Source: an optimization exercise on an open RTL-to-GDS flow (aim: small area). Production flows keep margins and buffers that such runs may drop. Only simulation tests tie the RTL to the original design; equivalence was not proved. Power figures rest on the tool's default switching activity, not on a simulated workload.

File: design/flow/config.mk
export PLATFORM = sky130hd
export DESIGN_NAME = tap_core
export DESIGN_NICKNAME = tap_core
export VERILOG_FILES = /design/flow/design.v
export SDC_FILE = /design/flow/constraint.sdc
export NUM_CORES = 4
export LEC_CHECK = 0
export CAP_MARGIN = 20
export CORE_MARGIN = 2
export CORE_UTILIZATION = 40
export SLEW_MARGIN = 20
File: design/flow/constraint.sdc
create_clock -name core_clock -period 10.0 [get_ports {clk}]
set_input_delay 2.0000 -clock core_clock [delete_from_list [all_inputs] [get_ports {clk}]]
set_output_delay 2.0000 -clock core_clock [all_outputs]
set_load 0.01 [all_outputs]
File: design/flow/design.v
module tap_fsm (
    input  wire [3:0] state,
    input  wire       c,
    output reg  [3:0] next
);
    localparam RTI    = 4'd0,  SEL_DR = 4'd1,  CAP_DR = 4'd2,  SH_DR  = 4'd3,
               EX1_DR = 4'd4,  PAU_DR = 4'd5,  EX2_DR = 4'd6,  UPD_DR = 4'd7,
               TLR    = 4'd8,  SEL_IR = 4'd9,  CAP_IR = 4'd10, SH_IR  = 4'd11,
               EX1_IR = 4'd12, PAU_IR = 4'd13, EX2_IR = 4'd14, UPD_IR = 4'd15;
    always @(*) begin
        case (state)
            TLR:    next = c ? TLR    : RTI;
            RTI:    next = c ? SEL_DR : RTI;
            SEL_DR: next = c ? SEL_IR : CAP_DR;
            CAP_DR: next = c ? EX1_DR : SH_DR;
            SH_DR:  next = c ? EX1_DR : SH_DR;
            EX1_DR: next = c ? UPD_DR : PAU_DR;
            PAU_DR: next = c ? EX2_DR : PAU_DR;
            EX2_DR: next = c ? UPD_DR : SH_DR;
            UPD_DR: next = c ? SEL_DR : RTI;
            SEL_IR: next = c ? TLR    : CAP_IR;
            CAP_IR: next = c ? EX1_IR : SH_IR;
            SH_IR:  next = c ? EX1_IR : SH_IR;
            EX1_IR: next = c ? UPD_IR : PAU_IR;
            PAU_IR: next = c ? EX2_IR : PAU_IR;
            EX2_IR: next = c ? UPD_IR : SH_IR;
            default: next = c ? SEL_DR : RTI;    
        endcase
    end
endmodule
module ir_decode (
    input  wire [7:0] value,
    input  wire       hi_nz,
    output reg  [3:0] code
);
    always @(*) begin
        if (hi_nz) code = 4'd14;
        else case (value)
            8'h83:   code = 4'd0;    
            8'h84:   code = 4'd1;    
            8'h85:   code = 4'd2;    
            8'h41:   code = 4'd3;    
            8'h43:   code = 4'd4;    
            8'hFF:   code = 4'd5;    
            8'h13:   code = 4'd6;    
            8'h14:   code = 4'd7;    
            8'h15:   code = 4'd8;    
            8'h44:   code = 4'd9;    
            8'h46:   code = 4'd10;   
            8'h22:   code = 4'd11;   
            8'h24:   code = 4'd12;   
            8'h61:   code = 4'd13;   
            default: code = 4'd14;   
        endcase
    end
endmodule
module shift_field #(
    parameter W          = 128,
    parameter TT_PREPEND = 0
) (
    input  wire         clk,
    input  wire         clear,
    input  wire         shift,
    input  wire         t,
    input  wire         h,
    input  wire [6:0]   len,
    output reg  [W-1:0] tt,
    output reg  [W-1:0] th
);
    wire         a_in = TT_PREPEND ? h : t;     
    wire         p_in = TT_PREPEND ? t : h;     
    wire [W-1:0] app  = TT_PREPEND ? th : tt;
    wire [W-1:0] pre  = TT_PREPEND ? tt : th;
    wire [7:0]  lo = (shift & p_in) ? (8'd1 << len[2:0]) : 8'd0;
    wire [15:0] hi = 16'd1 << len[6:3];
    wire keep = !clear && !shift;
    wire move = shift;
    reg [W-1:0] app_n, pre_n;
    integer i;
    always @(*) begin
        for (i = 0; i < W; i = i + 1) begin
            app_n[i] = (keep & app[i]) | (move & (i == 0 ? a_in : app[i-1]));
            pre_n[i] = (!clear & pre[i]) | (lo[i % 8] & hi[i / 8]);
        end
    end
    always @(posedge clk) begin
        if (TT_PREPEND) begin
            tt <= pre_n;
            th <= app_n;
        end else begin
            tt <= app_n;
            th <= pre_n;
        end
    end
endmodule
module tap_core (
    input  wire         clk,
    input  wire         rst,
    input  wire         frame,
    input  wire         c,
    input  wire         t,
    input  wire         h,
    output wire         ev_valid,
    output wire         ev_kind,
    output wire [127:0] ev_to_target,
    output wire [127:0] ev_to_host,
    output wire [3:0]   ev_instr,
    output wire [1:0]   fault
);
    localparam BUF_MAX = 128;
    localparam RTI = 4'd0, CAP_DR = 4'd2, SH_DR = 4'd3, CAP_IR = 4'd10, SH_IR = 4'd11;
    reg  [3:0] tap;
    reg        halted;
    wire [3:0] tap_next;
    reg  [7:0] dr_len, ir_len;
    reg        ir_hi;
    wire [BUF_MAX-1:0] dr_tt, dr_th, ir_tt, ir_th;
    wire step = frame && !halted;
    wire at_sh_dr  = (tap == SH_DR);
    wire at_sh_ir  = (tap == SH_IR);
    wire overflow  = step && ((at_sh_dr && dr_len[7]) || (at_sh_ir && ir_len[7]));
    wire commit    = step && !overflow;
    wire cap_dr    = commit && (tap == CAP_DR);
    wire cap_ir    = commit && (tap == CAP_IR);
    wire shift_dr  = commit && at_sh_dr;
    wire shift_ir  = commit && at_sh_ir;
    tap_fsm u_fsm (
        .state (tap),
        .c     (c),
        .next  (tap_next)
    );
    always @(posedge clk) begin
        if (rst) begin
            tap    <= RTI;
            halted <= 1'b0;
        end else begin
            if (overflow) halted <= 1'b1;
            if (commit)   tap    <= tap_next;
        end
    end
    always @(posedge clk) begin
        if (cap_dr)        dr_len <= 8'd0;
        else if (shift_dr) dr_len <= dr_len + 1'b1;
        if (cap_ir)        ir_len <= 8'd0;
        else if (shift_ir) ir_len <= ir_len + 1'b1;
        if (cap_ir)        ir_hi  <= 1'b0;
        else if (shift_ir && t && ir_len[6:3] != 4'd0) ir_hi <= 1'b1;
    end
    shift_field #(.W(BUF_MAX), .TT_PREPEND(0)) u_dr (
        .clk   (clk),
        .clear (cap_dr),
        .shift (shift_dr),
        .t     (t),
        .h     (h),
        .len   (dr_len[6:0]),
        .tt    (dr_tt),
        .th    (dr_th)
    );
    shift_field #(.W(BUF_MAX), .TT_PREPEND(1)) u_ir (
        .clk   (clk),
        .clear (cap_ir),
        .shift (shift_ir),
        .t     (t),
        .h     (h),
        .len   (ir_len[6:0]),
        .tt    (ir_tt),
        .th    (ir_th)
    );
    ir_decode u_dec (
        .value (ir_tt[7:0]),
        .hi_nz (ir_hi),
        .code  (ev_instr)
    );
    assign ev_valid     = step && (tap[2:0] == 3'd7);
    assign ev_kind      = tap[3];
    assign ev_to_target = tap[3] ? ir_tt : dr_tt;
    assign ev_to_host   = tap[3] ? ir_th : dr_th;
    assign fault        = {halted, 1'b0};
endmodule
File: design/flow/run.sh
#!/bin/bash
# synth_recipe.tcl (not shown) runs the flow's synth.tcl, then flattens the netlist and writes it again
# the make line also repeats each setting of config.mk as NAME=value (left out here)
make -C /OpenROAD-flow-scripts/flow DESIGN_CONFIG=/design/flow/config.mk WORK_HOME=/design/flow/orfs CLKGATE_MAP_FILE= SYNTH_SCRIPT=/design/flow/synth_recipe.tcl finish
==> flow_summary_export.csv <==
group,metric,value,unit
route,detail-route-antenna-nets,0,
power_and_ir_drop,internal_pwr_total,3.303,mW
grt,grt.overflow.total,0,
synthesis,yosys.cell_types.count,59,
grt,number_of_global_route_vias_before_repair,16220,
placed_design,hpwlAfterDp,36980,um
setup_path,reg2reg_slack,6.14,ns
power_and_ir_drop,relative_contribution_of_sequential_cells_to_total_power,0.507,
clock_tree,clock_tree.root_cell,"sky130_fd_sc_hd__clkbuf_16",
timing,fmax,168.7,MHz
layout,antenna_cells_inserted,0,
clock_tree,clk_transition_reported_paths,0.06,ns
layout,drive_above_1_share,0.1510,
clock_tree,post_cts_hold_buffer_count,0,
power_and_ir_drop,net-switching-power,0.9311,mW
power_and_ir_drop,switching_share,0.2199,
timing,min_period,5.929,ns
timing,setup_ws,4.071,ns
timing,final.period_utilization,0.5929,
synthesis,synth.ff_latch_count,534,
timing,grt_setup_unrepaired,"no",
hold_path,min_to,"u_ir.tt[39]",
setup_path,worst_r2r_path_depth,5,
setup_path,endpoint_kind,"output port",
die,dieArea,55630,sq um
hold_path,hold_depth,2,
timing,clock_skew,0.01790,ns
clock_tree,cts_repair_resize_count,0,
grt,grt_max_degree,263,
synthesis,synth-async-reset-ratio,0,
run_status,outcome,"no timing/DRC/antenna violations",
synthesis,synth_ff_type,"sky130_fd_sc_hd__dfxtp_1",
setup_path,critPathBufInv,2,
synthesis,synthesis.instances,2311,
layout,postLayoutCoreUtil,0.4945,
power_and_ir_drop,power_density,162.0,nW/um^2
route,dr_total_vias,16780,
grt,first_pass_grt_wire_length,93980,um
setup_path,cpPeakStageDelay,0.57,ns
timing,setup_tns,0,ns
setup_path,reg2reg_from,"tap[3]",
clock_tree,number_of_levels_in_the_clock_h_tree,2,
power_and_ir_drop,cellLeakagePower,9.392,nW
die,floorplan.io_pins,270,
layout,stdcell_count,3185,
synthesis,synth-seq-area-share,0.4971,
power_and_ir_drop,combPwrFrac,0.025,
setup_path,crit_family,"buffers and inverters",
flow_run,maxCapViolations,0,
setup_path,crit_fanout,12,
hold_path,hp-start,"u_ir.tt[39]",
setup_path,cp_cell_sequence,"clkdlybuf4s50_1, nor2b_1, and4_1, clkdlybuf4s50_1",
setup_path,crit_type,"in -> out",
power_and_ir_drop,power.total,4.235,mW
placed_design,place_ws,4.053,ns
power_and_ir_drop,ir_drop_worst_vdd,121.2,uV
grt,grt_antenna_before_repair,0,
placed_design,placement.io_buffers,268,
die,die_w,235.9,um
synthesis,number_of_enable_type_register_cells_in_the_synthesized_netlist,0,
route,detail_route.first_pass.iterations,5,
synthesis,mappedNetlistArea,21500,sq um
setup_path,required,8.00,ns
timing,timing.final.hold_violations,0,
clock_tree,clock_sinks,534,
hold_path,hold_path.class,"reg -> reg",
placed_design,gp_congestion,0.8116,
timing,slew-limit-headroom,0.1372,
synthesis,synth-warning-count,5,
layout,nets,2479,
layout,layout-area-overhead-vs-synth,21.57,%
route,drcViolationCount,0,
die,initial_core_util,0.4068,
synthesis,post_synth.cell_area_avg,9.305,sq um
clock_tree,post_cts_buffers,0,
setup_path,crit_path_frequent_cell,"sky130_fd_sc_hd__clkdlybuf4s50_1",
die,num_rows,84,
timing,report.final.slew_viol_count,0,
route,wire_per_inst,18.94,um
synthesis,synthesis.nets,2329,
route,drt-initial-drc-count,1041,
die,core_region_area,52870,sq um
setup_path,regToRegEndpoint,"u_ir.th[38]",
clock_tree,tritoncts.num_buffers,56,
route,via_per_inst,5.268,
setup_path,timing.critical_path.from_type,"primary input",
grt,track_usage,0.2103,
placed_design,place.detailed.instances,3091,
setup_path,crit_slowest_cell,"sky130_fd_sc_hd__clkdlybuf4s50_1",
route,detailed_route_wire_length,60310,um
clock_tree,cts_max_path_buffers,3,
die,dieHeight,235.9,um
clock_tree,clock_latency,0.61,ns
timing,report.final.setup_viol,0,
power_and_ir_drop,clockPowerShare,0.468,
clock_tree,cts_tree,"built",
timing,tightest_slew,1.294,ns
setup_path,worst_ep_arrival_time,3.93,ns
synth_stat cells (all sizes together) (11+ instances only):
library cell | number | area, sq um
a22o | 224 | 1962
ha | 12 | 150.1
mux2 | 257 | 2894
inv | 11 | 41.29
buf | 86 | 451.7
o21ai | 294 | 1471
clkbuf | 113 | 427.9
nand2 | 587 | 2203
nand3 | 26 | 130.1
dfxtp | 534 | 10690
nor2 | 36 | 162.7
and3 | 12 | 75.07
nor3 | 15 | 75.07
power groups by stage:
stage | clock network (mW) | logic (mW) | registers (mW)
floorplan | 0 | 0.0828 | 2.18
global placement | 0 | 0.103 | 2.19
detailed placement | 0 | 0.104 | 2.20
CTS | 2.03 | 0.104 | 2.15
global route | 2.11 | 0.114 | 2.15
finish | 1.98 | 0.104 | 2.15
area by class of cell:
cell class	instances	area (sq um)
Clock buffer	78	1575
Clock inverter	16	147.6
Fill cell	4860	26720
Inverter	11	41.29
Multi-Input combinational cell	1567	9928
Sequential cell	534	10700
Tap cell	688	860.8
Timing Repair Buffer	291	2893
worst min-delay path, delay by kind of cell (launching register included):
family	cells	cell delay, ns
and+or+nand+nor	1	0.05
DFF	1	0.32
AOI/OAI and AO/OA	1	0.06
worst max-delay path by stage:
stage          startpoint       end  slack (ns)  cells after the start
2_1_floorplan       frame  ev_valid        5.41                      3
3_5_place_dp        frame  ev_valid        4.05                      4
4_1_cts             frame  ev_valid        4.04                      4
5_1_grt             frame  ev_valid        3.91                      4
6_report            frame  ev_valid        4.07                      4
3_3_place_gp        frame  ev_valid        4.07                      4
cell families (layout without fill, tap and decap cells):
family,count (synthesis),in the layout,share of synthesized area
AO/OA/AOI/OAI,557,557,0.1730
XOR/XNOR,2,2,0.0008147
adder cells (fa/ha/maj),12,12,0.006982
buffers and inverters,210,396,0.04282
flip-flops,534,534,0.4971
multiplexers,258,258,0.1350
other,1,1,0.0001744
AND/OR/NAND/NOR,737,737,0.1440
registers in the layout (all words and copies together) (netlist names):
register	flops
u_dr.th	128
u_dr.tt	128
u_ir.th	128
u_ir.tt	128
dr_len	8
ir_len	8
tap	4
halted	1
ir_hi	1
per-layer routing:
| metal | part of all wire | wire length (um) | track usage | up-vias |
|---|---|---|---|---|
| met1 | 0.44 | 26650 | 0.2716 | 7945 |
| met4 | 0.026 | 1571 | 0.06717 | 0 |
| met5 | 0 | 0 | 0 | - |
| li1 | - | - | - | 8328 |
| met2 | 0.47 | 28360 | 0.3456 | 407 |
| met3 | 0.062 | 3723 | 0.05091 | 98 |
through the flow:
stage	instance area (sq um)	hold WS, ns
6_report	26140	0.4532
5_1_grt	26140	0.4814
4_1_cts	26140	0.4568
3_5_place_dp	24420	0.4431
3_3_place_gp	24410	0.4281
2_1_floorplan	21500	0.4196
cells in the final DEF, fill, tap and decap left out, types with 13 or more instances in the layout:
cell type,synthesis,layout
sky130_fd_sc_hd__a22o_1,224,224
sky130_fd_sc_hd__buf_4,11,20
sky130_fd_sc_hd__clkbuf_1,110,14
sky130_fd_sc_hd__clkbuf_16,0,57
sky130_fd_sc_hd__clkdlybuf4s50_1,0,268
sky130_fd_sc_hd__dfxtp_1,534,532
sky130_fd_sc_hd__mux2_2,257,257
sky130_fd_sc_hd__nand2_1,587,587
sky130_fd_sc_hd__nand3_1,26,24
sky130_fd_sc_hd__nor2_1,31,31
sky130_fd_sc_hd__nor3_1,15,13
sky130_fd_sc_hd__o21ai_0,260,260
sky130_fd_sc_hd__o21ai_1,34,34

==> static timing again, ports no longer ideal <==
No port has a modelled driver above. Below, the same layout with a new extraction and two added sets of constraints. Step 1, drivers: a clkbuf_16 drives clk and a buf_2 each remaining input, both assumed. Step 2 times the ports against the registers' clock, not the clock port: input delays grow and output delays shrink by t, the midpoint of the rising clock arrivals with the driver on. a / b / c = no drivers / after step 1 / after step 2; a / b = the first two.
t (ns): 0.655
setup slack, ns: 4.071 / 4.025 / 4.025
worst setup path at the end: input to output
After both steps this run still meets setup and hold. The setup slack of this run moves by -0.046 ns with the drivers and by -0.046 ns with both steps.
